Source: an optimization exercise on an open RTL-to-GDS flow (aim: a short achievable clock period and few clock cycles). Production flows keep margins and buffers that such runs may drop.
In this exercise RTL edits were held to simulation tests only and were not proved equivalent to the original.
Power is estimated from default activity; no workload was simulated.

## flow/design.v

```verilog
module cp216_decoder (
    input  wire [31:0] instr,
    output wire        is_alu,      
    output wire        is_ldr,
    output wire        is_str,
    output wire        is_unk,
    output wire        writes_rd,   
    output reg  [3:0]  aop,         
    output wire [3:0]  rd,
    output wire [3:0]  rn,
    output wire [7:0]  imm,
    output wire [4:0]  shamt,
    output wire [11:0] offset
);
    localparam OP_MOV = 4'd0,  OP_ADD = 4'd1,  OP_SUB = 4'd2,  OP_CMP = 4'd3,
               OP_AND = 4'd4,  OP_OR  = 4'd5,  OP_XOR = 4'd6,  OP_MUL = 4'd7,
               OP_MVN = 4'd8,  OP_TST = 4'd9,  OP_LSL = 4'd10, OP_LSR = 4'd11,
               OP_UNK = 4'd15;
    assign rd     = instr[15:12];
    assign rn     = instr[19:16];
    assign imm    = instr[7:0];
    assign shamt  = instr[11:7];
    assign offset = instr[11:0];
    always @(*) begin
        case (instr[24:21])
            4'b1101: aop = OP_MOV;
            4'b0100: aop = OP_ADD;
            4'b0010: aop = OP_SUB;
            4'b1010: aop = OP_CMP;
            4'b0000: aop = OP_AND;
            4'b1100: aop = OP_OR;
            4'b0001: aop = OP_XOR;
            4'b0110: aop = OP_MUL;
            4'b1111: aop = OP_MVN;
            4'b1000: aop = OP_TST;
            4'b0011: aop = instr[6] ? OP_UNK : (instr[5] ? OP_LSR : OP_LSL);
            default: aop = OP_UNK;
        endcase
    end
    assign is_alu    = instr[25] && (aop != OP_UNK);
    assign is_ldr    = !instr[25] && (instr[27:26] == 2'b01) && instr[20];
    assign is_str    = !instr[25] && (instr[27:26] == 2'b01) && !instr[20];
    assign is_unk    = !is_alu && !is_ldr && !is_str;
    assign writes_rd = (aop != OP_CMP) && (aop != OP_TST);
endmodule
module cp216_alu (
    input  wire [3:0]  op,
    input  wire [31:0] a,
    input  wire [7:0]  imm,
    input  wire [4:0]  shamt,
    output reg  [31:0] result
);
    localparam OP_MOV = 4'd0,  OP_ADD = 4'd1,  OP_SUB = 4'd2,  OP_CMP = 4'd3,
               OP_AND = 4'd4,  OP_OR  = 4'd5,  OP_XOR = 4'd6,  OP_MUL = 4'd7,
               OP_MVN = 4'd8,  OP_TST = 4'd9,  OP_LSL = 4'd10, OP_LSR = 4'd11;
    wire [31:0] b = {24'd0, imm};
    wire [31:0] mul_result = a * b;
    always @(*) begin
        case (op)
            OP_MOV: result = b;
            OP_ADD: result = a + b;
            OP_SUB: result = a - b;
            OP_CMP: result = a - b;
            OP_AND: result = a & b;
            OP_OR:  result = a | b;
            OP_XOR: result = a ^ b;
            OP_MUL: result = 32'd0;    
            OP_MVN: result = ~b;
            OP_TST: result = a & b;
            OP_LSL: result = a << shamt;
            OP_LSR: result = a >> shamt;
            default: result = 32'd0;
        endcase
        if (op == OP_MUL)
            result = mul_result;
    end
endmodule
module cp216_regfile (
    input  wire        clk,
    input  wire        rst,
    input  wire        w_en,
    input  wire [3:0]  w_sel,
    input  wire [31:0] w_data,
    input  wire        pc_en,
    input  wire [31:0] pc_data,
    input  wire [3:0]  ra_sel,
    output wire [31:0] ra_data,
    input  wire [3:0]  rb_sel,
    output wire [31:0] rb_data,
    input  wire [3:0]  rc_sel,
    output wire [31:0] rc_data,
    output wire [31:0] r15_data
);
    reg [31:0] regs [0:15];
    integer i;
    always @(posedge clk) begin
        if (rst) begin
            for (i = 0; i < 16; i = i + 1)
                regs[i] <= 32'd0;
        end else begin
            if (pc_en)
                regs[15] <= pc_data;
            if (w_en)
                regs[w_sel] <= w_data;
        end
    end
    assign ra_data = regs[ra_sel];
    assign rb_data = regs[rb_sel];
    reg [31:0] sh [0:15];
    always @(posedge clk)
        for (i = 0; i < 16; i = i + 1)
            sh[i] <= rst ? 32'd0 : regs[i];
    wire [15:0] rc_hot = 16'd1 << rc_sel;
    reg  [31:0] rc_or;
    always @(*) begin
        rc_or = 32'd0;
        for (i = 0; i < 16; i = i + 1)
            rc_or = rc_or | (sh[i] & {32{rc_hot[i]}});
    end
    assign rc_data = rc_or;
    assign r15_data = regs[15];
endmodule
module cp216_core (
    input  wire        clk,
    input  wire        rst,
    input  wire [31:0] image_len,
    output reg         mem_valid,
    output reg         mem_we,
    output reg  [11:0] mem_addr,
    output reg  [31:0] mem_wdata,
    input  wire        mem_ready,
    input  wire [31:0] mem_rdata,
    output reg  [2:0]  status,
    output wire [31:0] pc,
    output wire        flag_n,
    output wire        flag_z,
    input  wire [3:0]  dbg_sel,
    output wire [31:0] dbg_rdata
);
    localparam MEM_CAPACITY = 4096;
    localparam ST_RUNNING      = 3'd0,
               ST_HALT_NORMAL  = 3'd1,
               ST_HALT_UNKNOWN = 3'd2,
               ST_FAULT_MEM    = 3'd3,
               ST_FAULT_IMAGE  = 3'd4;
    localparam CI = 6;               
    localparam CN = 1 << CI;         
    localparam CT = 10 - CI;         
    localparam PW = 40;              
    reg  [2:0] st;         
    reg  running;          
    reg  [31:0] faddr;     
    reg         redir;     
    reg          c_v   [0:CN-1];
    reg [CT-1:0] c_tag [0:CN-1];
    reg [31:0]   c_dat [0:CN-1];
    reg  [9:0]  pf_w;      
    reg         pf_go;     
    reg  [31:0] bp_pc;     
    reg  [31:0] bp_tgt;    
    reg  [31:0] bp_tgt4;   
    reg         bp_v;      
    wire        bp_ok = bp_v && (bp_tgt[1:0] == 2'b00) &&
                        (bp_tgt <= MEM_CAPACITY - 8) && (bp_tgt4 < image_len);
    reg         iv;        
    reg         iflt;      
    reg  [31:0] ir;        
    reg  [31:0] ipc;       
    reg         ipred;     
    reg         ijmp;      
    reg  [31:0] opa, opb;  
    reg  [12:0] ioff3;     
    reg         fwa, fwb;  
    reg  [31:0] res;       
    reg  [31:0] fpc_q;     
    reg  [31:0] flag_res;  
    reg         flag_set;  
    wire        e_alu, e_ldr, e_str, e_unk, e_wr;
    wire [3:0]  e_aop, e_rd, e_rn;
    wire [7:0]  e_imm;
    wire [4:0]  e_sh;
    wire [11:0] e_off;
    cp216_decoder u_dec (
        .instr(ir), .is_alu(e_alu), .is_ldr(e_ldr), .is_str(e_str),
        .is_unk(e_unk), .writes_rd(e_wr), .aop(e_aop), .rd(e_rd), .rn(e_rn),
        .imm(e_imm), .shamt(e_sh), .offset(e_off)
    );
    wire [31:0] b = fwb ? res : opb;
    wire [31:0] alu_o, alu_r;
    cp216_alu u_alu_o (
        .op(e_aop), .a(opa), .imm(e_imm), .shamt(e_sh), .result(alu_o)
    );
    cp216_alu u_alu_r (
        .op(e_aop), .a(res), .imm(e_imm), .shamt(e_sh), .result(alu_r)
    );
    wire [31:0] alu_result = fwa ? alu_r : alu_o;
    wire [12:0] ea_o     = {1'b0, opa[11:0]} + {1'b0, e_off};
    wire [12:0] cy_o     = {1'b0, opa[11:0]} + {1'b0, ioff3[11:0]};
    wire        flt_o    = (opa[31:12] != 20'd0) || ioff3[12] || cy_o[12];
    wire [12:0] ea_r     = {1'b0, res[11:0]} + {1'b0, e_off};
    wire [12:0] cy_r     = {1'b0, res[11:0]} + {1'b0, ioff3[11:0]};
    wire        flt_r    = (res[31:12] != 20'd0) || ioff3[12] || cy_r[12];
    wire [12:0] ls_addr  = fwa ? ea_r : ea_o;
    wire        ls_fault = fwa ? flt_r : flt_o;
    wire [9:0]  ls_w0    = ls_addr[11:2];
    wire [9:0]  ls_w1    = ls_addr[11:2] + 10'd1;
    wire        ls_two   = (ls_addr[1:0] != 2'b00);
    wire e_act    = running && iv && !iflt;
    wire ihalt    = (faddr >= image_len);
    wire e_mem    = e_act && (e_ldr || e_str);
    wire e_ldpc   = e_ldr && (e_rd == 4'd15);
    wire e_alubr  = e_alu && e_wr && (e_rd == 4'd15);
    wire e_pred   = e_act && ipred;
    wire e_done   = !e_mem || mem_ready;
    wire e_wreg   = e_act && ((e_alu && e_wr) || (e_ldr && !ls_fault && mem_ready));
    reg  [31:0] f_word;
    wire [3:0]  f_rn   = f_word[19:16];
    wire [3:0]  f_rd   = f_word[15:12];
    reg         rf_w_en;
    reg  [3:0]  rf_w_sel;
    reg  [31:0] rf_w_data;
    reg         rf_pc_en;
    wire [31:0] rf_rn, rf_rd, rf_dbg, rf_r15;
    cp216_regfile u_rf (
        .clk(clk), .rst(rst),
        .w_en(rf_w_en), .w_sel(rf_w_sel), .w_data(rf_w_data),
        .pc_en(rf_pc_en), .pc_data(ipc),
        .ra_sel(f_rn), .ra_data(rf_rn),
        .rb_sel(f_rd), .rb_data(rf_rd),
        .rc_sel(dbg_sel), .rc_data(rf_dbg),
        .r15_data(rf_r15)
    );
    always @(*) begin
        rf_w_en   = 1'b0;
        rf_w_sel  = e_rd;
        rf_w_data = alu_result;
        rf_pc_en  = 1'b0;
        if (e_act) begin
            if (e_mem) begin
                if (ls_fault) begin
                    rf_pc_en = 1'b1;
                end else if (mem_ready) begin
                    rf_pc_en  = 1'b1;
                    rf_w_en   = e_ldr;
                    rf_w_data = mem_rdata;
                end
            end else begin
                rf_pc_en = 1'b1;
                rf_w_en  = e_alu && e_wr;
            end
        end
    end
    wire [31:0] f_addr   = redir       ? rf_r15 + 32'd4 :
                           (iv && ipred) ? bp_tgt4 : faddr;
    wire        f_fault  = f_addr > (MEM_CAPACITY - 4);
    wire        f_rhalt  = redir && (f_addr >= image_len);
    wire        f_jmp    = f_word[25] && (f_word[24:21] == 4'b0100) &&
                           (f_word[19:16] == 4'd15) && (f_word[15:12] == 4'd15);
    wire [12:0] f_jtgt   = {1'b0, f_addr[11:0]} + {5'd0, f_word[7:0]} + 13'd4;
    wire [31:0] f_next   = f_jmp ? {19'd0, f_jtgt} : f_addr + 32'd4;
    wire [CI-1:0] f_idx  = f_addr[CI+1:2];
    wire [CT-1:0] f_tag  = f_addr[11:CI+2];
    wire        f_align  = (f_addr[1:0] == 2'b00);
    wire        f_hit    = f_align && c_v[f_idx] && (c_tag[f_idx] == f_tag);
    wire        f_stclash = e_mem && e_str &&
                            ((f_addr[11:2] == ls_w0) || (ls_two && f_addr[11:2] == ls_w1));
    wire        f_cache  = e_mem || pf_go;
    always @(*) f_word = f_cache ? c_dat[f_idx] : mem_rdata;
    wire [31:0] f_opa    = (f_rn == 4'd15) ? f_addr : rf_rn;
    wire        f_slot   = !iv || (!iflt && e_done);
    wire        f_take   = running && f_slot && (f_cache ? f_hit : mem_ready);
    wire [9:0]  pf_d     = pf_w - faddr[11:2];
    wire        pf_in    = (pf_d != 10'd0) && (pf_d < PW);
    wire        pf_reset = (pf_d == 10'd0) || (pf_d >= 10'd2 * PW);
    wire        pf_fill  = running && pf_go && !e_mem && mem_ready;
    wire        e_pred_ok = e_pred && (mem_rdata == bp_tgt);
    wire        e_stop   = e_act &&
                           (e_mem ? (ls_fault || (e_ldpc ? !e_pred_ok : ihalt))
                                  : (e_unk || (e_alubr && !ijmp) || ihalt));
    always @(*) begin
        mem_valid = running;
        mem_we    = e_mem && e_str && !ls_fault;
        mem_addr  = e_mem ? ls_addr[11:0] : pf_go ? {pf_w, 2'b00} : f_addr[11:0];
        mem_wdata = b;
    end
    wire        fd_f = running && !e_mem && !pf_go && f_align && !(iv && iflt);
    wire        fd_p = running && !e_mem && pf_go;
    always @(posedge clk) begin
        if (fd_f) begin
            c_tag[f_idx] <= f_tag;
            c_dat[f_idx] <= mem_rdata;
        end
        if (fd_p) begin
            c_tag[pf_w[CI-1:0]] <= pf_w[9:CI];
            c_dat[pf_w[CI-1:0]] <= mem_rdata;
        end
    end
    integer k;
    always @(posedge clk) begin
        if (rst) begin
            for (k = 0; k < CN; k = k + 1)
                c_v[k] <= 1'b0;
        end else begin
            if (fd_f)
                c_v[f_idx] <= mem_ready;
            if (fd_p)
                c_v[pf_w[CI-1:0]] <= mem_ready;
            if (e_mem && e_str && !ls_fault && mem_ready) begin
                if (c_tag[ls_w0[CI-1:0]] == ls_w0[9:CI])
                    c_v[ls_w0[CI-1:0]] <= 1'b0;
                if (ls_two && c_tag[ls_w1[CI-1:0]] == ls_w1[9:CI])
                    c_v[ls_w1[CI-1:0]] <= 1'b0;
            end
        end
    end
    always @(posedge clk) begin
        if (rst) begin
            faddr   <= 32'd0;
            redir   <= 1'b0;
            iv      <= 1'b0;
            iflt    <= 1'b0;
            ir      <= 32'd0;
            ipc     <= 32'd0;
            ipred   <= 1'b0;
            ijmp    <= 1'b0;
            opa     <= 32'd0;
            ioff3   <= 13'd0;
            opb     <= 32'd0;
            fwa     <= 1'b0;
            fwb     <= 1'b0;
            res     <= 32'd0;
            fpc_q   <= 32'd0;
            flag_res <= 32'd0;
            flag_set <= 1'b0;
            bp_pc   <= 32'd0;
            bp_tgt  <= 32'd0;
            bp_tgt4 <= 32'd0;
            bp_v    <= 1'b0;
            pf_w    <= 10'd1;
            pf_go   <= 1'b0;
            if (image_len > MEM_CAPACITY) begin
                st  <= ST_FAULT_IMAGE;
                running <= 1'b0;
            end else if (image_len == 32'd0) begin
                st  <= ST_HALT_NORMAL;
                running <= 1'b0;
            end else begin
                st  <= ST_RUNNING;
                running <= 1'b1;
            end
        end else if (running) begin
            if (pf_reset)
                pf_w <= faddr[11:2] + 10'd1;
            else if (pf_fill)
                pf_w <= pf_w + 10'd1;
            pf_go <= f_hit && pf_in;
            if (iv) begin
                if (iflt) begin
                    st <= ST_FAULT_MEM;
                    running <= 1'b0;
                    fpc_q  <= ipc;
                end else if (e_mem) begin
                    if (ls_fault) begin
                        st <= ST_FAULT_MEM;
                        running <= 1'b0;
                        fpc_q  <= ipc;
                        iv     <= 1'b0;
                    end else if (mem_ready) begin
                        iv  <= 1'b0;
                        res <= mem_rdata;
                        if (e_ldpc) begin
                            bp_pc   <= ipc;
                            bp_tgt  <= mem_rdata;
                            bp_tgt4 <= mem_rdata + 32'd4;
                            bp_v    <= 1'b1;
                            if (!(e_pred_ok && f_take))
                                redir <= 1'b1;
                        end else if (ihalt) begin
                            st <= ST_HALT_NORMAL;
                            running <= 1'b0;
                            fpc_q  <= faddr;
                        end
                    end
                end else begin
                    iv  <= 1'b0;
                    res <= alu_result;
                    if (e_alu) begin
                        flag_res <= alu_result;
                        flag_set <= 1'b1;
                    end
                    if (e_unk) begin
                        st <= ST_HALT_UNKNOWN;
                        running <= 1'b0;
                        fpc_q  <= faddr;
                    end else if (e_alubr && !ijmp) begin
                        redir <= 1'b1;
                    end else if (ihalt) begin
                        st <= ST_HALT_NORMAL;
                        running <= 1'b0;
                        fpc_q  <= faddr;
                    end
                end
            end
            if (f_rhalt) begin
                st <= ST_HALT_NORMAL;
                running <= 1'b0;
                fpc_q  <= f_addr;
            end
            if (f_take) begin
                if (redir) redir <= 1'b0;    
                if (f_stclash) redir <= 1'b1;
                iv    <= !e_stop && !f_stclash;
                iflt  <= f_fault;
                ir    <= f_word;
                ipc   <= f_addr;
                faddr <= f_next;
                ijmp  <= f_jmp;
                ipred <= bp_ok && !f_fault && !(e_act && e_ldpc) &&
                         (f_addr == bp_pc) && !f_word[25] &&
                         (f_word[27:26] == 2'b01) && f_word[20] &&
                         (f_word[15:12] == 4'd15);
                opa   <= f_opa;
                ioff3 <= {1'b0, f_word[11:0]} + 13'd3;
                opb   <= (f_rd == 4'd15) ? f_addr : rf_rd;
                fwa   <= e_wreg && (e_rd == f_rn) && (f_rn != 4'd15);
                fwb   <= e_wreg && (e_rd == f_rd) && (f_rd != 4'd15);
            end
        end
    end
    always @(posedge clk)
        if (rst)
            status <= (image_len > MEM_CAPACITY) ? ST_FAULT_IMAGE :
                      (image_len == 32'd0)       ? ST_HALT_NORMAL : ST_RUNNING;
        else
            status <= st;
    assign pc        = fpc_q;
    assign flag_n    = flag_res[31];
    assign flag_z    = flag_set && (flag_res == 32'd0);
    assign dbg_rdata = rf_dbg;
endmodule
```

## flow/flow/run.sh

```bash
#!/bin/bash
# Layout: the standard flow (standard.sh), run in three parts. After
# synthesis and floorplan, placement, CTS and global routing run with
# repair_timing asked for more setup slack than the clock period needs
# (SETUP_SLACK_MARGIN), on the worst TNS_END_PERCENT of endpoints, so that it
# shortens the critical paths. The clock period and constraints are the standard flow's.
# ORFS writes each step's log under orfs/logs/; make's output for each part
# goes to flow_<part>.log here.
set -uo pipefail
bash standard.sh synth floorplan > flow_1_synth_floorplan.log 2>&1 || exit 1
export SETUP_SLACK_MARGIN=6.5
export TNS_END_PERCENT=10
bash standard.sh place cts > flow_2_place_cts.log 2>&1 || exit 1
bash standard.sh finish > flow_3_route_finish.log 2>&1
```

## flow/standard.sh

```bash
#!/bin/bash
# synth_recipe.tcl (not shown) runs the flow's synth.tcl, then flattens the netlist and writes it again
# the make line also repeats each setting of config.mk as NAME=value (left out here)
make -C /OpenROAD-flow-scripts/flow DESIGN_CONFIG=/design/flow/config.mk WORK_HOME=/design/flow/orfs CLKGATE_MAP_FILE= SYNTH_SCRIPT=/design/flow/synth_recipe.tcl "${@:-finish}"
```

## flow/config.mk

```make
export PLATFORM = sky130hd
export DESIGN_NAME = cp216_core
export DESIGN_NICKNAME = cp216_core
export VERILOG_FILES = /design/flow/design.v
export SDC_FILE = /design/flow/constraint.sdc
export NUM_CORES = 4
export LEC_CHECK = 0
export CAP_MARGIN = 20
export CELL_PAD_IN_SITES_DETAIL_PLACEMENT = 1
export CELL_PAD_IN_SITES_GLOBAL_PLACEMENT = 2
export CORE_MARGIN = 2
export CORE_UTILIZATION = 40
export PLACE_DENSITY = 0.6
export SLEW_MARGIN = 20
```

## flow/constraint.sdc

```tcl
create_clock -name core_clock -period 12.0 [get_ports {clk}]
set_input_delay 2.4000 -clock core_clock [delete_from_list [all_inputs] [get_ports {clk}]]
set_output_delay 2.4000 -clock core_clock [all_outputs]
set_load 0.01 [all_outputs]
```

==> impl_metrics.toml, run 1 <==
[cells_and_area]
fin_nets = 17300
fillers = 46300
area_delta_synth_final_pct = 22.3
drive_gt1_share_pct = 23.3
regArea_mm2 = 0.0962
stdcell_area_mm2 = 0.224
multi_input_area_mm2 = 0.0870
layout_commonest_cell = "edfxtp_1"
most-common-layout-cells = "2563 x edfxtp_1, 1853 x nand2_1, 1094 x nor2_1, 916 x dfxtp_1, 879 x buf_4"

[yosys]
synthDistinctLibCells = 124
synthesis.area_mm2 = 0.183
synth_nets = 16600
synth_seq_cells = 3518
synth-edff-count = 2563
synth_warnings = 5
async_reset_ff_share_pct = 0
synth_cells = 15800
ys.flop_type = "edfxtp_1"
synth.avg_cell_area_um2 = 11.6
yosysSeqAreaShare_pct = 52.5

[sta]
timing.fmax_mhz = 150
tightest_slew_ns = 1.27
fin_crit_sh_pct = 55.4
clock-skew-final_ns = 0.104
rsz0062_at_grt = "yes"
fin_crit_ns = 6.65
timing_hold_violations_final = 0
finalWorstSetupSlack_ns = 5.35
maxSlewHeadroom_pct = 12.9
setup_viol = 0
slew_violations = 0
finalSetupTns_ns = 0

[cts]
worstSkewPairLatency_ns = 1.05
clkTransAtPathRegs_ns = 0.06
clkSinkCount = 3518
cts-buffers-inserted = 394
cts_tree = "done"
htreeDepth = 5
cts_buffer_depth = 4
root_buffer = "clkbuf_16"
holdBufCountCts = 0

[global_route]
grt_max_degree = 182
grt_pass1_vias = 150000
grtUsageTotal_pct = 40.9
grt_pass1_wl_um = 1310000
grt.overflow.total = 0
antenna_found_initial = 83

[die]
start_util_pct = 40.1
fp-row-count = 248
dieWidth_um = 680
fp.coreArea_mm2 = 0.456
ios = 186
die_h_um = 680
dieArea_mm2 = 0.463

[setup_path]
cp_data_arrival_time_ns = 4.25
worstSetupPathType = "input port to output pin"
rr_worst_depth = 21
startpoint_type = "input port"
cp-end-kind = "output pin"
critPathMaxFanout = 7
required_ns = 9.60

[route]
antenna_left = 0
vias_per_cell = 6.63
firstDrtPassIters = 10
post-route-drc-count = 0
vias = 152000
wl_per_cell_um = 42.9
wirelength_um = 984000
drt_iter0_drc = 19600

[power_and_ir_drop]
ir_drop_mv = 0.177
p_leak_nw = 79.4
power_density_mw_per_mm2 = 120

[run]
drv_cap = 0

[place]
dpl_worst_slack_ns = 3.10
place_congestion = 0.938
portBuffers = 185
place_hpwl_um = 591000
place_area_mm2 = 0.193

[run_status]
status = "finished clean"

[min_path]
min_path_cells = 2
min_path_type = "flop to flop"
metal layers:
layer	share of wire [%]	vias up	global-route usage, %
li1	-	60500	-
met5	0.011	-	0
met2	44	9212	62.4
met3	8.9	2436	6.74
met4	8.4	16	27.6
met1	39	80000	53.5
stage by stage:
stage,utilization [%],hold slack [ns],cells,power [mW]
global placement,42.3,0.443,21400,14.4
finish,49.1,0.466,23000,26.8
CTS,47.8,0.461,22600,26.8
detailed placement,42.3,0.452,21400,14.5
floorplan,-,0.429,15800,13.8
global route,49.1,0.485,22900,27.3
sequential cells by signal, summed over array words and instances, names as in the netlist, 64 cells and up:
| register | flops |
|---|---|
| u_rf.sh | 512 |
| c_v | 64 |
| u_rf.regs | 512 |
| c_tag | 256 |
| c_dat | 1792 |
synthesized netlist by cell type, types with 48 or more instances:
master / n / area [um2]
nand2_1: 1913 / 7180
a21o_1: 155 / 1160
o221ai_1: 60 / 526
nand3_1: 455 / 2280
o211ai_1: 126 / 946
a221oi_1: 184 / 1610
dfxtp_1: 955 / 19100
nor2b_1: 546 / 3420
o21ai_0: 490 / 2450
mux2_2: 175 / 1970
a22o_1: 138 / 1210
nand4_1: 161 / 1010
a221o_1: 56 / 561
clkbuf_1: 849 / 3190
nor2_1: 1309 / 4910
mux2i_1: 506 / 5060
nor3_1: 226 / 1130
a22oi_1: 192 / 1440
xor2_1: 141 / 1230
o31ai_1: 48 / 360
ha_1: 331 / 4140
a211oi_1: 247 / 1850
o22ai_1: 96 / 601
and3_1: 148 / 926
buf_2: 167 / 836
o21ai_1: 52 / 260
buf_1: 115 / 432
buf_4: 71 / 533
edfxtp_1: 2563 / 77000
a21oi_1: 598 / 2990
mux4_2: 591 / 13300
a32oi_1: 58 / 508
xnor2_1: 198 / 1730
and2_1: 158 / 988
or3_1: 66 / 413
a31oi_1: 107 / 669
fa_1: 315 / 6310
inv_1: 431 / 1620
nor4_1: 88 / 551
nand2b_1: 77 / 482
report_power, final:
group / leakage [nW] / total (mW) / switching (mW) / internal (mW)
Clock: 6.34 / 12.4 / 5.36 / 7.07
Sequential: 31.9 / 13.2 / 0.0925 / 13.1
Combinational: 41.2 / 1.18 / 0.858 / 0.324
Total: 79.4 / 26.8 / 6.31 / 20.5
repair_timing:
| item | in CTS | in global routing |
|---|---|---|
| pin swaps | 359 | 244 |
| resized for setup | 1425 | 647 |
| cloned | 97 | 42 |
| endpoints found under the hold margin | 0 | 0 |
| buffers inserted | 402 | 259 |
| endpoints found under the setup margin | 3147 | 2460 |
path summary, 6_finish.rpt:
check / startpoint / end / slack, ns
setup / recovery: dbg_sel[3] / dbg_rdata[31] / 5.35
hold / removal: opb[13] / opb[13] / 0.47
setup reg to reg: u_rf.regs[15][3] / opb[2] / 5.53
hold reg to reg: opb[13] / opb[13] / 0.47
worst max-delay path: stages:
cell and delay [ns]:
buf_12 0.10, nand2b_4 0.19, nor2_4 0.06, buf_12 0.14
buf_16 0.16, a22o_1 0.25, a221oi_2 0.17, nand4_1 0.45
buf_2 0.32
final cells by class:
cell class / instances / share of cell area, %
Clock buffer: 531 / 4.91
Sequential cell: 3518 / 43.0
Timing Repair Buffer: 1536 / 7.95
Multi-Input combinational cell: 10600 / 38.9
Antenna cell: 55 / 0.0615
Tap cell: 6000 / 3.36
Timing Repair inverter: 7 / 0.0453
Clock inverter: 206 / 0.890
Inverter: 452 / 0.889
logic make-up after synthesis:
| group | share of synthesized area (%) |
|---|---|
| and+or+nand+nor | 13.4 |
| DFF | 52.5 |
| AOI/OAI and AO/OA | 11.6 |
| buffers and inverters | 3.95 |
| muxes | 11.1 |
| adders and majority gates | 5.74 |
| xor gates and xnor gates | 1.68 |
Testbench counts, summed over its fixed seeds: cycles 47,340.
==> run 2, diff against run 1 <==
--- a/flow/design.v
+++ b/flow/design.v
@@ -50,2 +50,3 @@
     input  wire [4:0]  shamt,
+    input  wire [14:0] booth,     
     output reg  [31:0] result
@@ -56,3 +57,4 @@
     wire [31:0] b = {24'd0, imm};
-    wire [31:0] mul_result = a * b;
+    wire [31:0] mul_result;
+    cp216_mul u_mul (.a(a), .booth(booth), .p(mul_result));
     always @(*) begin
@@ -77,2 +79,47 @@
 endmodule
+module cp216_booth (
+    input  wire [7:0]  y,
+    output reg  [14:0] b
+);
+    wire [10:0] yx = {2'b00, y, 1'b0};    
+    integer i;
+    always @(*) begin
+        for (i = 0; i < 5; i = i + 1) begin
+            b[i]      = yx[2*i+1] ^ yx[2*i];
+            b[5 + i]  = (yx[2*i+2] & ~yx[2*i+1] & ~yx[2*i]) |
+                        (~yx[2*i+2] & yx[2*i+1] & yx[2*i]);
+            b[10 + i] = yx[2*i+2];
+        end
+    end
+endmodule
+module cp216_mul (
+    input  wire [31:0] a,
+    input  wire [14:0] booth,
+    output wire [31:0] p
+);
+    reg  [31:0] pp [0:4];
+    reg  [31:0] corr;
+    reg  [31:0] m;
+    integer i;
+    always @(*) begin
+        corr = 32'd0;
+        for (i = 0; i < 5; i = i + 1) begin
+            m     = ({32{booth[i]}} & a) | ({32{booth[5 + i]}} & {a[30:0], 1'b0});
+            pp[i] = (booth[10 + i] ? ~m : m) << (2 * i);
+            corr[2*i] = booth[10 + i];
+        end
+    end
+    function [63:0] csa;
+        input [31:0] x, y2, z;
+        begin
+            csa[31:0]  = x ^ y2 ^ z;
+            csa[63:32] = {((x & y2) | (x & z) | (y2 & z)), 1'b0} ;
+        end
+    endfunction
+    wire [63:0] l1a = csa(pp[0], pp[1], pp[2]);
+    wire [63:0] l1b = csa(pp[3], pp[4], corr);
+    wire [63:0] l2a = csa(l1a[31:0], l1a[63:32], l1b[31:0]);
+    wire [63:0] l3a = csa(l2a[31:0], l2a[63:32], l1b[63:32]);
+    assign p = l3a[31:0] + l3a[63:32];
+endmodule
 module cp216_regfile (
@@ -109,5 +156,23 @@
     reg [31:0] sh [0:15];
-    always @(posedge clk)
-        for (i = 0; i < 16; i = i + 1)
-            sh[i] <= rst ? 32'd0 : regs[i];
+    reg        sw_en, sp_en;
+    reg [3:0]  sw_sel;
+    reg [31:0] sw_data, sp_data;
+    always @(posedge clk) begin
+        sw_en   <= !rst && w_en;
+        sp_en   <= !rst && pc_en;
+        sw_sel  <= w_sel;
+        sw_data <= w_data;
+        sp_data <= pc_data;
+    end
+    always @(posedge clk) begin
+        if (rst) begin
+            for (i = 0; i < 16; i = i + 1)
+                sh[i] <= 32'd0;
+        end else begin
+            if (sp_en)
+                sh[15] <= sp_data;
+            if (sw_en)
+                sh[sw_sel] <= sw_data;
+        end
+    end
     wire [15:0] rc_hot = 16'd1 << rc_sel;
@@ -172,2 +237,3 @@
     reg  [12:0] ioff3;     
+    reg  [14:0] ibooth;    
     reg         fwa, fwb;  
@@ -190,6 +256,8 @@
     cp216_alu u_alu_o (
-        .op(e_aop), .a(opa), .imm(e_imm), .shamt(e_sh), .result(alu_o)
+        .op(e_aop), .a(opa), .imm(e_imm), .shamt(e_sh), .booth(ibooth),
+        .result(alu_o)
     );
     cp216_alu u_alu_r (
-        .op(e_aop), .a(res), .imm(e_imm), .shamt(e_sh), .result(alu_r)
+        .op(e_aop), .a(res), .imm(e_imm), .shamt(e_sh), .booth(ibooth),
+        .result(alu_r)
     );
@@ -269,2 +337,4 @@
     wire [31:0] f_opa    = (f_rn == 4'd15) ? f_addr : rf_rn;
+    wire [14:0] f_booth;
+    cp216_booth u_booth (.y(f_word[7:0]), .b(f_booth));
     wire        f_slot   = !iv || (!iflt && e_done);
@@ -327,2 +397,3 @@
             ioff3   <= 13'd0;
+            ibooth  <= 15'd0;
             opb     <= 32'd0;
@@ -423,2 +494,3 @@
                 ioff3 <= {1'b0, f_word[11:0]} + 13'd3;
+                ibooth <= f_booth;
                 opb   <= (f_rd == 4'd15) ? f_addr : rf_rd;
--- a/flow/flow/run.sh
+++ b/flow/flow/run.sh
@@ -5,3 +5,5 @@
 # (SETUP_SLACK_MARGIN), on the worst TNS_END_PERCENT of endpoints, so that it
-# shortens the critical paths. The clock period and constraints are the standard flow's.
+# shortens the critical paths. The global router gets less of met1/met2
+# (flow/fastroute.tcl) to ease detailed routing. The clock period and
+# constraints are the standard flow's.
 # ORFS writes each step's log under orfs/logs/; make's output for each part
@@ -9,2 +11,3 @@
 set -uo pipefail
+export FASTROUTE_TCL="$(pwd)/flow/fastroute.tcl"
 bash standard.sh synth floorplan > flow_1_synth_floorplan.log 2>&1 || exit 1
==> flow/flow/fastroute.tcl (new file) <==
# Global routing layers as the platform's fastroute.tcl sets them, but with
# less of met1 and met2 offered to the global router, so that signal routes
# go up to met3/met4 and leave room for pin access on the lower layers.
set_global_routing_layer_adjustment $::env(MIN_ROUTING_LAYER)-$::env(MAX_ROUTING_LAYER) 0.2
set_global_routing_layer_adjustment met1 0.6
set_global_routing_layer_adjustment met2 0.35

set_routing_layers -clock $::env(MIN_CLK_ROUTING_LAYER)-$::env(MAX_ROUTING_LAYER)
set_routing_layers -signal $::env(MIN_ROUTING_LAYER)-$::env(MAX_ROUTING_LAYER)
--- a/flow/config.mk
+++ b/flow/config.mk
@@ -12,3 +12,3 @@
 export CORE_UTILIZATION = 40
-export PLACE_DENSITY = 0.6
+export PLACE_DENSITY = 0.5
 export SLEW_MARGIN = 20
==> run 2 against run 1 <==
Compared with the run above:
- worst setup slack better by 0.19 ns
- combinational power down 6%
- fmax up 2.9%
- clock skew up 0.015 ns
- power up 2.1%
- sequential cell count up 77
- sequential power up 4%
- register-to-register slack better by 0.16 ns
- critical path depth unchanged
- die area up 3.8%
- highest routed layer unchanged
- core utilization down 0.23 points
- design area up 3.5%
==> impl_metrics.toml, run 2 <==
[cts]
root_buffer = "clkbuf_16"
clkTransAtPathRegs_ns = 0.06
htreeDepth = 5
clkSinkCount = 3595
cts-buffers-inserted = 401
cts_tree = "done"
worstSkewPairLatency_ns = 1.08
cts_buffer_depth = 4
holdBufCountCts = 0

[yosys]
yosysSeqAreaShare_pct = 54.1
async_reset_ff_share_pct = 0
synth_area_leaders = "edfxtp_1 49%, mux4_2 5.9%, dfxtp_1 5.5%, mux2i_1 4.2%, nand2_1 3.3%"
synth-edff-count = 3075
synth_largest_type_area_fraction_pct = 48.6
synth_cells = 16200
synthesis.area_mm2 = 0.190
ys.flop_type = "edfxtp_1"
yosysTopAreaCell = "edfxtp_1"
synth_seq_cells = 3595
synth.most_common_cell = "edfxtp_1"
synth.avg_cell_area_um2 = 11.7
synth_warnings = 7
synth_commonest_cells = "3075 x edfxtp_1, 1650 x nand2_1, 1401 x nor2_1"
synth_nets = 16800
synthDistinctLibCells = 131

[cells_and_area]
largest_reg_flops = 1792
area_delta_synth_final_pct = 21.8
fin_nets = 17500
most-common-layout-cells = "3075 x edfxtp_1, 1598 x nand2_1, 1205 x nor2_1, 867 x buf_4, 763 x mux2i_1"
fillers = 48000
top_register = "c_dat"
drive_gt1_share_pct = 21.9
stdcell_count = 23600
stdcell_area_mm2 = 0.232
layout_commonest_cell = "edfxtp_1"
reg_top3 = "c_dat: 1792 flops, u_rf.regs: 512 flops, u_rf.sh: 512 flops"

[run]
drv_cap = 0

[die]
die_h_um = 693
ios = 186
start_util_pct = 40.1
fp.coreArea_mm2 = 0.474
dieWidth_um = 693
fp-row-count = 253
dieArea_mm2 = 0.481

[sta]
tightest_slew_ns = 1.22
slew_violations = 0
fin_crit_sh_pct = 53.9
timing_hold_violations_final = 0
setup_viol = 0
fin_crit_ns = 6.46
finalSetupTns_ns = 0
clock-skew-final_ns = 0.119
timing.fmax_mhz = 155
maxSlewHeadroom_pct = 18.1
rsz0062_at_grt = "yes"

[min_path]
min_path_type = "flop to flop"

[power_and_ir_drop]
p_leak_nw = 82.4
switching_power_mw = 6.35
ir_drop_mv = 0.129
clock_power_share_pct = 45.9
finalPower_mw = 27.4
p_int_mw = 21.0
pwr-share-comb_pct = 4.1
switching_share_pct = 23.2
seq_power_share_pct = 50.0
power_density_mw_per_mm2 = 118

[global_route]
grtUsageTotal_pct = 52.9
antenna_found_initial = 113
grt_pass1_wl_um = 1350000
grt_pass1_vias = 169000
grt.overflow.total = 0
grt_max_degree = 113

[route]
vias = 153000
drt_iter0_drc = 8680
firstDrtPassIters = 6
wirelength_um = 1000000
wl_per_cell_um = 42.5
vias_per_cell = 6.48
antenna_left = 0
post-route-drc-count = 0

[setup_path]
required_ns = 9.60
cp-end-kind = "output pin"
startpoint_type = "input port"
worstSetupPathType = "input port to output pin"
critPathMaxFanout = 9
cp_data_arrival_time_ns = 4.06

[place]
place_hpwl_um = 612000
place_congestion = 1.02
portBuffers = 185
placed_cells = 22000
place_area_mm2 = 0.200

[run_status]
status = "finished clean"
==> run 2: cell type report <==
type | instances | area (um2) | share of cell area (%)
sequential | 3595 | 103000 | 44.4
multi-input combinational | 10800 | 86700 | 37.4
timing repair buffer | 1558 | 18700 | 8.08
clock buffer | 534 | 10800 | 4.67
tap | 6247 | 7820 | 3.38
clock inverter | 204 | 2280 | 0.987
inverter | 470 | 1950 | 0.843
antenna | 106 | 265 | 0.115
timing repair inverter | 9 | 83.8 | 0.0362
==> run 2: final timing paths <==
kind | to | cells past startpoint | from | slack, ns
worst max-delay path | dbg_rdata[9] | 9 | dbg_sel[3] | 5.54
worst min-delay path | u_rf.sp_data[8] | 0 | ipc[8] | 0.40
worst max register to register | u_rf.regs[8][30] | 26 | ibooth[2] | 5.69
worst min register to register | u_rf.sp_data[8] | 0 | ipc[8] | 0.40
==> run 2: repair_timing <==
item | 4_1_cts | 5_1_grt
gates resized for setup | 1549 | 497
setup buffers | 416 | 178
endpoints found under the setup margin | 3430 | 2262
cloned | 108 | 39
pin swaps | 289 | 194
==> run 2: metal layers <==
metal	up-vias	part of all wire [%]	track usage [%]
met2	12100	40	68.2
met5	-	0.38	4.46
met4	158	11	37.6
met3	4125	19	38.3
li1	62600	-	-
met1	73800	30	72.9
==> run 2: power by group through the flow <==
stage / sequential (mW) / clock [mW] / combinational (mW)
floorplan: 13.9 / 0 / 0.396
global placement: 13.9 / 0 / 0.959
detailed placement: 14.0 / 0 / 0.978
CTS: 13.7 / 12.7 / 1.06
global route: 13.7 / 13.1 / 1.14
finish: 13.7 / 12.6 / 1.11
==> run 2: cell families (layout without fill, tap and decap cells) <==
group	Yosys count	count (layout)	share of synthesized area (%)
xor gates and xnor gates	575	576	2.71
other	0	106	0
and+or+nand+nor	5064	5067	12.4
muxes	1404	1404	10.7
buffers and inverters	1800	2775	4.07
DFF	3595	3595	54.1
AOI/OAI and AO/OA	3237	3243	11.9
adders and majority gates	546	546	4.20
==> run 2: stage by stage <==
| step | util [%] | hold WS [ns] | setup slack (ns) |
|---|---|---|---|
| after floorplan | - | 0.329 | 4.50 |
| after global placement | 42.3 | 0.404 | 2.93 |
| after detailed placement | 42.3 | 0.423 | 2.82 |
| after CTS | 47.8 | 0.391 | 5.61 |
| after global routing | 48.8 | 0.427 | 5.50 |
| final | 48.9 | 0.400 | 5.54 |
==> run 2: critical path, cell delays in order <==
cell and delay, ns:
buf_12 0.10, nand2b_4 0.15, buf_12 0.12, nor2_4 0.05, buf_12 0.15, buf_16 0.17, a221oi_2 0.33, nand4_1 0.33
buf_2 0.25
Testbench counts of run 2, summed over its fixed seeds: cycles 47,340.
==> run 3, diff against run 2 <==
--- a/flow/design.v
+++ b/flow/design.v
@@ -218,2 +218,4 @@
     reg         redir;     
+    reg  [31:0] tgt4;
+    reg         rpre;      
     reg          c_v   [0:CN-1];
@@ -320,3 +322,3 @@
     end
-    wire [31:0] f_addr   = redir       ? rf_r15 + 32'd4 :
+    wire [31:0] f_addr   = redir       ? tgt4 :
                            (iv && ipred) ? bp_tgt4 : faddr;
@@ -331,3 +333,7 @@
     wire        f_align  = (f_addr[1:0] == 2'b00);
-    wire        f_hit    = f_align && c_v[f_idx] && (c_tag[f_idx] == f_tag);
+    reg         sti_v, sti_two;
+    reg  [9:0]  sti_w0, sti_w1;
+    wire        f_sti    = sti_v && ((f_addr[11:2] == sti_w0) ||
+                                     (sti_two && f_addr[11:2] == sti_w1));
+    wire        f_hit    = f_align && c_v[f_idx] && (c_tag[f_idx] == f_tag) && !f_sti;
     wire        f_stclash = e_mem && e_str &&
@@ -340,3 +346,3 @@
     wire        f_slot   = !iv || (!iflt && e_done);
-    wire        f_take   = running && f_slot && (f_cache ? f_hit : mem_ready);
+    wire        f_take   = running && !rpre && f_slot && (f_cache ? f_hit : mem_ready);
     wire [9:0]  pf_d     = pf_w - faddr[11:2];
@@ -377,7 +383,7 @@
                 c_v[pf_w[CI-1:0]] <= mem_ready;
-            if (e_mem && e_str && !ls_fault && mem_ready) begin
-                if (c_tag[ls_w0[CI-1:0]] == ls_w0[9:CI])
-                    c_v[ls_w0[CI-1:0]] <= 1'b0;
-                if (ls_two && c_tag[ls_w1[CI-1:0]] == ls_w1[9:CI])
-                    c_v[ls_w1[CI-1:0]] <= 1'b0;
+            if (sti_v) begin
+                if (c_tag[sti_w0[CI-1:0]] == sti_w0[9:CI])
+                    c_v[sti_w0[CI-1:0]] <= 1'b0;
+                if (sti_two && c_tag[sti_w1[CI-1:0]] == sti_w1[9:CI])
+                    c_v[sti_w1[CI-1:0]] <= 1'b0;
             end
@@ -386,2 +392,8 @@
     always @(posedge clk) begin
+        sti_v   <= !rst && e_mem && e_str && !ls_fault && mem_ready;
+        sti_w0  <= ls_w0;
+        sti_w1  <= ls_w1;
+        sti_two <= ls_two;
+    end
+    always @(posedge clk) begin
         if (rst) begin
@@ -389,2 +401,4 @@
             redir   <= 1'b0;
+            rpre    <= 1'b0;
+            tgt4    <= 32'd0;
             iv      <= 1'b0;
@@ -427,2 +441,7 @@
             pf_go <= f_hit && pf_in;
+            if (rpre) begin                   
+                rpre  <= 1'b0;
+                redir <= 1'b1;
+                tgt4  <= rf_r15 + 32'd4;
+            end
             if (iv) begin
@@ -445,2 +464,3 @@
                             bp_tgt4 <= mem_rdata + 32'd4;
+                            tgt4    <= mem_rdata + 32'd4;
                             bp_v    <= 1'b1;
@@ -466,3 +486,3 @@
                     end else if (e_alubr && !ijmp) begin
-                        redir <= 1'b1;
+                        rpre  <= 1'b1;
                     end else if (ihalt) begin
@@ -481,3 +501,6 @@
                 if (redir) redir <= 1'b0;    
-                if (f_stclash) redir <= 1'b1;
+                if (f_stclash) begin
+                    redir <= 1'b1;
+                    tgt4  <= faddr;           
+                end
                 iv    <= !e_stop && !f_stclash;
==> run 3 against run 2 <==
Compared with the run above:
- non-clock buffer count down 174
- hold slack better by 0.065 ns
- die area up 0.11%
- sequential power about the same
- critical endpoint is now flag_z
- highest routed layer unchanged
==> impl_metrics.toml, run 3 <==
[setup_path]
cp-end-kind = "output pin"
slowest_stage = "nor3_2"
critPathMaxFanout = 2
startpoint_type = "flop"
worstSetupPathType = "flop to output pin"
required_ns = 9.60
critPathMaxStageDelay_ns = 1.08
crit_chain = "nor4_1 > nand4_1 > nor3_2 > clkdlybuf4s50_1"
cp_data_arrival_time_ns = 4.17

[yosys]
synth_area_leaders = "edfxtp_1 49%, dfxtp_1 6.0%, mux4_2 5.1%, mux2i_1 4.1%, nand2_1 3.2%"
synth_commonest_cells = "3075 x edfxtp_1, 1635 x nand2_1, 1440 x nor2_1"
synth_cells = 16300
synth.avg_cell_area_um2 = 11.6
synth.most_common_cell = "edfxtp_1"
synth_seq_cells = 3650
async_reset_ff_share_pct = 0
synthDistinctLibCells = 107
synthesis.area_mm2 = 0.190
ys.flop_type = "edfxtp_1"
synth-edff-count = 3075
synth_warnings = 7
yosysTopAreaCell = "edfxtp_1"
yosysSeqAreaShare_pct = 54.6
synth_largest_type_area_fraction_pct = 48.5
synth_nets = 17000

[route]
wirelength_um = 968000
antenna_left = 0
post-route-drc-count = 0
vias = 150000
wl_per_cell_um = 41.2
drt_iter0_drc = 8030
firstDrtPassIters = 6
vias_per_cell = 6.40

[sta]
timing_hold_violations_final = 0
finalSetupTns_ns = 0
rsz0062_at_grt = "yes"
fin_crit_ns = 6.57
fin_crit_sh_pct = 54.8
tightest_slew_ns = 1.29
timing.fmax_mhz = 152
clock-skew-final_ns = 0.123
setup_viol = 0
maxSlewHeadroom_pct = 13.6
slew_violations = 0

[power_and_ir_drop]
seq_power_share_pct = 50.5
switching_power_mw = 6.34
p_leak_nw = 80.3
power_density_mw_per_mm2 = 121
pwr-share-comb_pct = 3.9
p_int_mw = 21.2
ir_drop_mv = 0.163
clock_power_share_pct = 45.6
switching_share_pct = 23.0

[cells_and_area]
largest_reg_flops = 1792
most-common-layout-cells = "3075 x edfxtp_1, 1596 x nand2_1, 1244 x nor2_1, 797 x buf_4, 784 x a21oi_1"
top_register = "c_dat"
area_delta_synth_final_pct = 19.9
drive_gt1_share_pct = 20.5
reg_top3 = "c_dat: 1792 flops, u_rf.regs: 512 flops, u_rf.sh: 512 flops"
layout_commonest_cell = "edfxtp_1"
fin_nets = 17400
fillers = 48300
stdcell_area_mm2 = 0.228

[global_route]
antenna_found_initial = 89
grt_pass1_wl_um = 1330000
grtUsageTotal_pct = 51.7
grt.overflow.total = 0
grt_pass1_vias = 169000
grt_max_degree = 114

[die]
fp.coreArea_mm2 = 0.474
fp-row-count = 253
ios = 186
dieWidth_um = 694
start_util_pct = 40.1
dieArea_mm2 = 0.481
die_h_um = 694

[cts]
clkTransAtPathRegs_ns = 0.05
cts-buffers-inserted = 408
htreeDepth = 5
cts_buffer_depth = 4
cts_tree = "done"
root_buffer = "clkbuf_16"
clkSinkCount = 3650
worstSkewPairLatency_ns = 1.06

[run]
drv_cap = 0

[min_path]
min_path_type = "flop to flop"

[place]
place_congestion = 1.00
portBuffers = 185
place_area_mm2 = 0.201
place_hpwl_um = 590000

[run_status]
status = "finished clean"
==> run 3: cell count changes in the layout (fill, tap and decap cells not counted), sizes merged, moves of 57 or more <==
cell    change
nor3b      +67
nand2b     -57
mux4       -67
nor3       -90
o22ai     -126
a21oi     +176
buf       -130
nand4      -71
a22oi     +250
mux2      +144
a221oi    +108
==> run 3: per-layer routing <==
metal | GRT usage, % | vias to the layer above | wire length, um
met3 | 35.4 | 4207 | 178000
met4 | 38.5 | 106 | 108000
li1 | - | 62300 | -
met2 | 68.3 | 10800 | 394000
met5 | 1.41 | - | 1540
met1 | 70.7 | 72900 | 286000
==> run 3: kinds of logic (layout without fill, tap and decap cells) <==
| group | count (synthesis) | in the layout | synth area share, % |
|---|---|---|---|
| and+or+nand+nor | 4899 | 4902 | 11.9 |
| DFF | 3650 | 3650 | 54.6 |
| AOI/OAI and AO/OA | 3428 | 3438 | 12.2 |
| buffers and inverters | 1802 | 2624 | 3.84 |
| muxes | 1457 | 1457 | 10.6 |
| xor gates and xnor gates | 566 | 566 | 2.66 |
| adders and majority gates | 545 | 545 | 4.19 |
| other | 0 | 58 | 0 |
==> run 3: area by class of cell <==
cell class	count	area, um2	share of cell area (%)
repair buffers	1384	16100	7.04
multi-input cells	10900	85000	37.2
clock buffers	536	11000	4.82
diodes	58	145	0.0636
inverters	470	1900	0.832
flip-flops and latches	3650	104000	45.6
clock inverters	227	2170	0.953
repair inverters	7	86.3	0.0378
well taps	6247	7820	3.43
==> run 3: final timing paths <==
check,from,end,slack [ns],depth (start not counted)
max,flag_res[4],flag_z,5.43,4
min,flag_set,flag_set,0.46,2
max reg2reg,ibooth[2],u_rf.regs[15][30],5.64,28
min reg2reg,flag_set,flag_set,0.46,2
==> run 3: critical path: cells and delay by family (launching register included) <==
kind | cells | cell delay (ns)
DFF | 1 | 0.31
buffers and inverters | 1 | 0.74
and+or+nand+nor | 3 | 2.18
==> run 3: stage by stage <==
stage	utilization [%]	power (mW)	setup WS, ns	instances	hold WS (ns)
floorplan	-	14.6	4.28	16300	0.329
global placement	42.4	15.1	2.81	22100	0.442
detailed placement	42.4	15.1	3.56	22100	0.455
CTS	47.7	27.6	5.47	23400	0.467
global route	48.1	28.1	5.43	23400	0.482
finish	48.1	27.5	5.43	23500	0.465
==> run 3: power by group through the flow <==
stage               Clock (mW)  Combinational (mW)  Sequential [mW]
CTS                       12.7                1.04             13.9
global route              13.1                1.12             13.9
detailed placement           0               0.965             14.2
floorplan                    0               0.426             14.1
global placement             0               0.941             14.1
finish                    12.6                1.07             13.9
==> run 3: timing repair <==
action	in CTS	in global routing
pin swaps	351	85
gates cloned	113	11
gates resized for setup	1361	214
setup endpoints to repair	2899	1262
hold buffers	0	0
buffers inserted	412	61
Testbench counts of run 3, summed over its fixed seeds: cycles 47,361.
==> run 4, diff against run 3 <==
--- a/flow/config.mk
+++ b/flow/config.mk
@@ -11,4 +11,4 @@
 export CORE_MARGIN = 2
-export CORE_UTILIZATION = 40
-export PLACE_DENSITY = 0.5
+export CORE_UTILIZATION = 48
+export PLACE_DENSITY = 0.72
 export SLEW_MARGIN = 20
==> run 4 against run 3 <==
Compared with the run above:
- highest routed layer unchanged
- synthesized cell count unchanged
- largest cell class unchanged
- combinational power up 6%
- via count up 6.7%
==> impl_metrics.toml, run 4 <==
[yosys]
async_reset_ff_share_pct = 0
synthAdderAreaFrac_pct = 4.19
synthSimpleGateAreaFrac_pct = 11.9
synth_top_family_by_area = "compound AO/OA/AOI/OAI gates"
synthDistinctLibCells = 107
synth_nets = 17000
synth-edff-count = 3075
synth.avg_cell_area_um2 = 11.6
synth_area_leaders = "edfxtp_1 49%, dfxtp_1 6.0%, mux4_2 5.1%, mux2i_1 4.1%, nand2_1 3.2%"
synth_compound_area_share_pct = 12.2
yosysSeqAreaShare_pct = 54.6
synth_seq_cells = 3650
synth_cells = 16300
synth_commonest_cells = "3075 x edfxtp_1, 1635 x nand2_1, 1440 x nor2_1"
synth.most_common_cell = "edfxtp_1"
synth_xor_xnor_area_share_pct = 2.66
synthesis.area_mm2 = 0.190
synthMuxAreaShare_pct = 10.6
synth_largest_type_area_fraction_pct = 48.5
ys.flop_type = "edfxtp_1"
yosysTopAreaCell = "edfxtp_1"
synth_warnings = 7

[setup_path]
cp_common_cell = "buf_12"
critPathMaxStageDelay_ns = 0.42
startpoint_type = "input port"
critPathMaxFanout = 6
crit_chain = "buf_12 > nand2b_4 > nor2_4 > buf_12 > a22o_1 > a221oi_4 > nand4_1 > buf_2"
worstSetupPathType = "input port to output pin"
rr_worst_depth = 26
cp-end-kind = "output pin"
required_ns = 9.60
cp_data_arrival_time_ns = 4.31
slowest_stage = "nand4_1"

[sta]
fin_crit_ns = 6.71
slew_violations = 0
setup_viol = 0
timing.fmax_mhz = 149
timing_hold_violations_final = 0
finalSetupTns_ns = 0
clock-skew-final_ns = 0.118
rsz0062_at_grt = "yes"
fin_crit_sh_pct = 56.0
maxSlewHeadroom_pct = 14.6
tightest_slew_ns = 1.28

[cells_and_area]
largest_reg_flops = 1792
stdcell_count = 22600
top_register = "c_dat"
reg_top3 = "c_dat: 1792 flops, u_rf.regs: 512 flops, u_rf.sh: 512 flops"
area_delta_synth_final_pct = 21.2
layout_commonest_cell = "edfxtp_1"
fin_nets = 17500
drive_gt1_share_pct = 22.3
most-common-layout-cells = "3075 x edfxtp_1, 1588 x nand2_1, 1212 x nor2_1, 776 x buf_4, 767 x a21oi_1"
fin_util_pct = 58.3

[route]
wl_per_cell_um = 44.6
drt_iter0_drc = 10300
route.met2.wl_um = 390000
vias = 160000
wirelength_um = 1010000
antenna_left = 0
vias_per_cell = 7.10
dr.max_layer_used = "met5"
firstDrtPassIters = 8
wl_met3_um = 206000
post-route-drc-count = 0
wl_met1_um = 270000

[cts]
htreeDepth = 5
cts_buffer_depth = 4
clkSinkCount = 3650
cts-buffers-inserted = 389
holdBufCountCts = 0
worstSkewPairLatency_ns = 1.07
root_buffer = "clkbuf_16"
cts_tree = "done"
clkTransAtPathRegs_ns = 0.06

[global_route]
grtUsageTotal_pct = 63.3
grt_max_degree = 74
grt_pass1_vias = 180000
antenna_found_initial = 127
grt_pass1_wl_um = 1360000
grt.overflow.total = 0

[die]
ios = 186
start_util_pct = 48.1
dieWidth_um = 634
dieArea_mm2 = 0.401
die_h_um = 634
fp-row-count = 231
fp.coreArea_mm2 = 0.395

[power_and_ir_drop]
power_density_mw_per_mm2 = 121
p_leak_nw = 81.6
ir_drop_mv = 0.173

[min_path]
min_path_cells = 2
min_path_type = "flop to flop"

[place]
place_congestion = 1.01
placed_cells = 21000
place_hpwl_um = 564000
portBuffers = 185

[run_status]
status = "finished clean"

[run]
drv_cap = 0
## run 4: cell counts after synthesis
Identical to the previous run, type by type.
## run 4: timing repair
item / CTS / global route
buffers inserted: 345 / 189
gates cloned: 133 / 30
endpoints found under the setup margin: 3490 / 2612
pin swaps: 334 / 266
gates resized for setup: 1528 / 578
## run 4: area by class of cell
| cell class | count | area [um2] |
|---|---|---|
| repair buffers | 1453 | 17700 |
| flip-flops and latches | 3650 | 104000 |
| well taps | 5242 | 6560 |
| clock inverters | 229 | 2610 |
| clock buffers | 482 | 10400 |
| inverters | 470 | 1920 |
| repair inverters | 13 | 215 |
| multi-input cells | 10900 | 86800 |
| fillers | 38600 | 165000 |
| diodes | 142 | 355 |
## run 4: critical path, delay by kind of cell
| family | cells | cell delay [ns] |
|---|---|---|
| simple gates | 3 | 0.73 |
| buf+inv | 3 | 0.56 |
| compound gates | 2 | 0.62 |
## run 4: final timing paths
| kind | slack, ns | end | start |
|---|---|---|---|
| worst max-delay path | 5.29 | dbg_rdata[9] | dbg_sel[1] |
| worst min-delay path | 0.47 | bp_pc[12] | bp_pc[12] |
| worst max register to register | 5.65 | u_rf.regs[4][30] | ibooth[7] |
| worst min register to register | 0.47 | bp_pc[12] | bp_pc[12] |
## run 4: logic make-up after synthesis
group	after synthesis
AND/OR/NAND/NOR	4899
adder cells (fa/ha/maj)	545
flip-flops	3650
AO/OA/AOI/OAI	3428
XOR/XNOR	566
multiplexers	1457
buffers and inverters	1802
## run 4: metrics by stage
step / area, um2 / worst slack (ns) / hold WS (ns) / power, mW
final: 231000 / 5.29 / 0.469 / 27.8
after global routing: 230000 / 5.29 / 0.484 / 28.2
after CTS: 225000 / 5.54 / 0.467 / 27.5
after detailed placement: 200000 / 3.37 / 0.462 / 15.1
after global placement: 199000 / 2.87 / 0.442 / 15.0
after floorplan: 190000 / 4.28 / 0.329 / 14.6
## run 4: routing by layer
metal	global-route usage [%]	vias to the layer above
met5	10.0	-
met3	49.8	6469
met2	77.9	16000
met4	56.9	240
met1	76.4	75200
li1	-	62500
## run 4: power breakdown
| part | switching [mW] | total, mW | leakage (nW) | internal, mW |
|---|---|---|---|---|
| sequential | 0.0836 | 13.9 | 33.8 | 13.8 |
| combinational | 0.818 | 1.13 | 41.5 | 0.311 |
| clock | 5.70 | 12.8 | 6.30 | 7.07 |
| total | 6.60 | 27.8 | 81.6 | 21.2 |

[static timing again, ports no longer ideal]
How much do the figures lean on ideal ports? The routed layouts below were timed once more, with nothing changed but the port constraints. Step 1, drivers: a clkbuf_16 drives clk and a buf_2 each remaining input, both assumed. Step 2 moves the port delays by t, midway between the first and last clock arrival at a register: inputs arrive t later, outputs are due t later. That takes back most of the time a late clock gives input paths. Three values: no drivers, after step 1, after step 2; two values: the first two.
run	t (ns)	setup slack, ns	clock arrival spread, ns	cell pins on the clock port's net
run 1	1.133	5.348 / 5.279 / 4.784	0.106 / 0.105	1
run 2	1.158	5.536 / 5.476 / 5.139	0.119 / 0.119	1
run 3	1.127	5.426 / 5.299 / 5.374	0.123 / 0.123	1
run 4	1.140	5.286 / 5.195 / 5.195	0.120 / 0.120	1
After both steps every run listed still meets setup and hold. The setup slack of run 1, which loses most, moves by -0.069 ns with the drivers and by -0.564 ns with both steps.
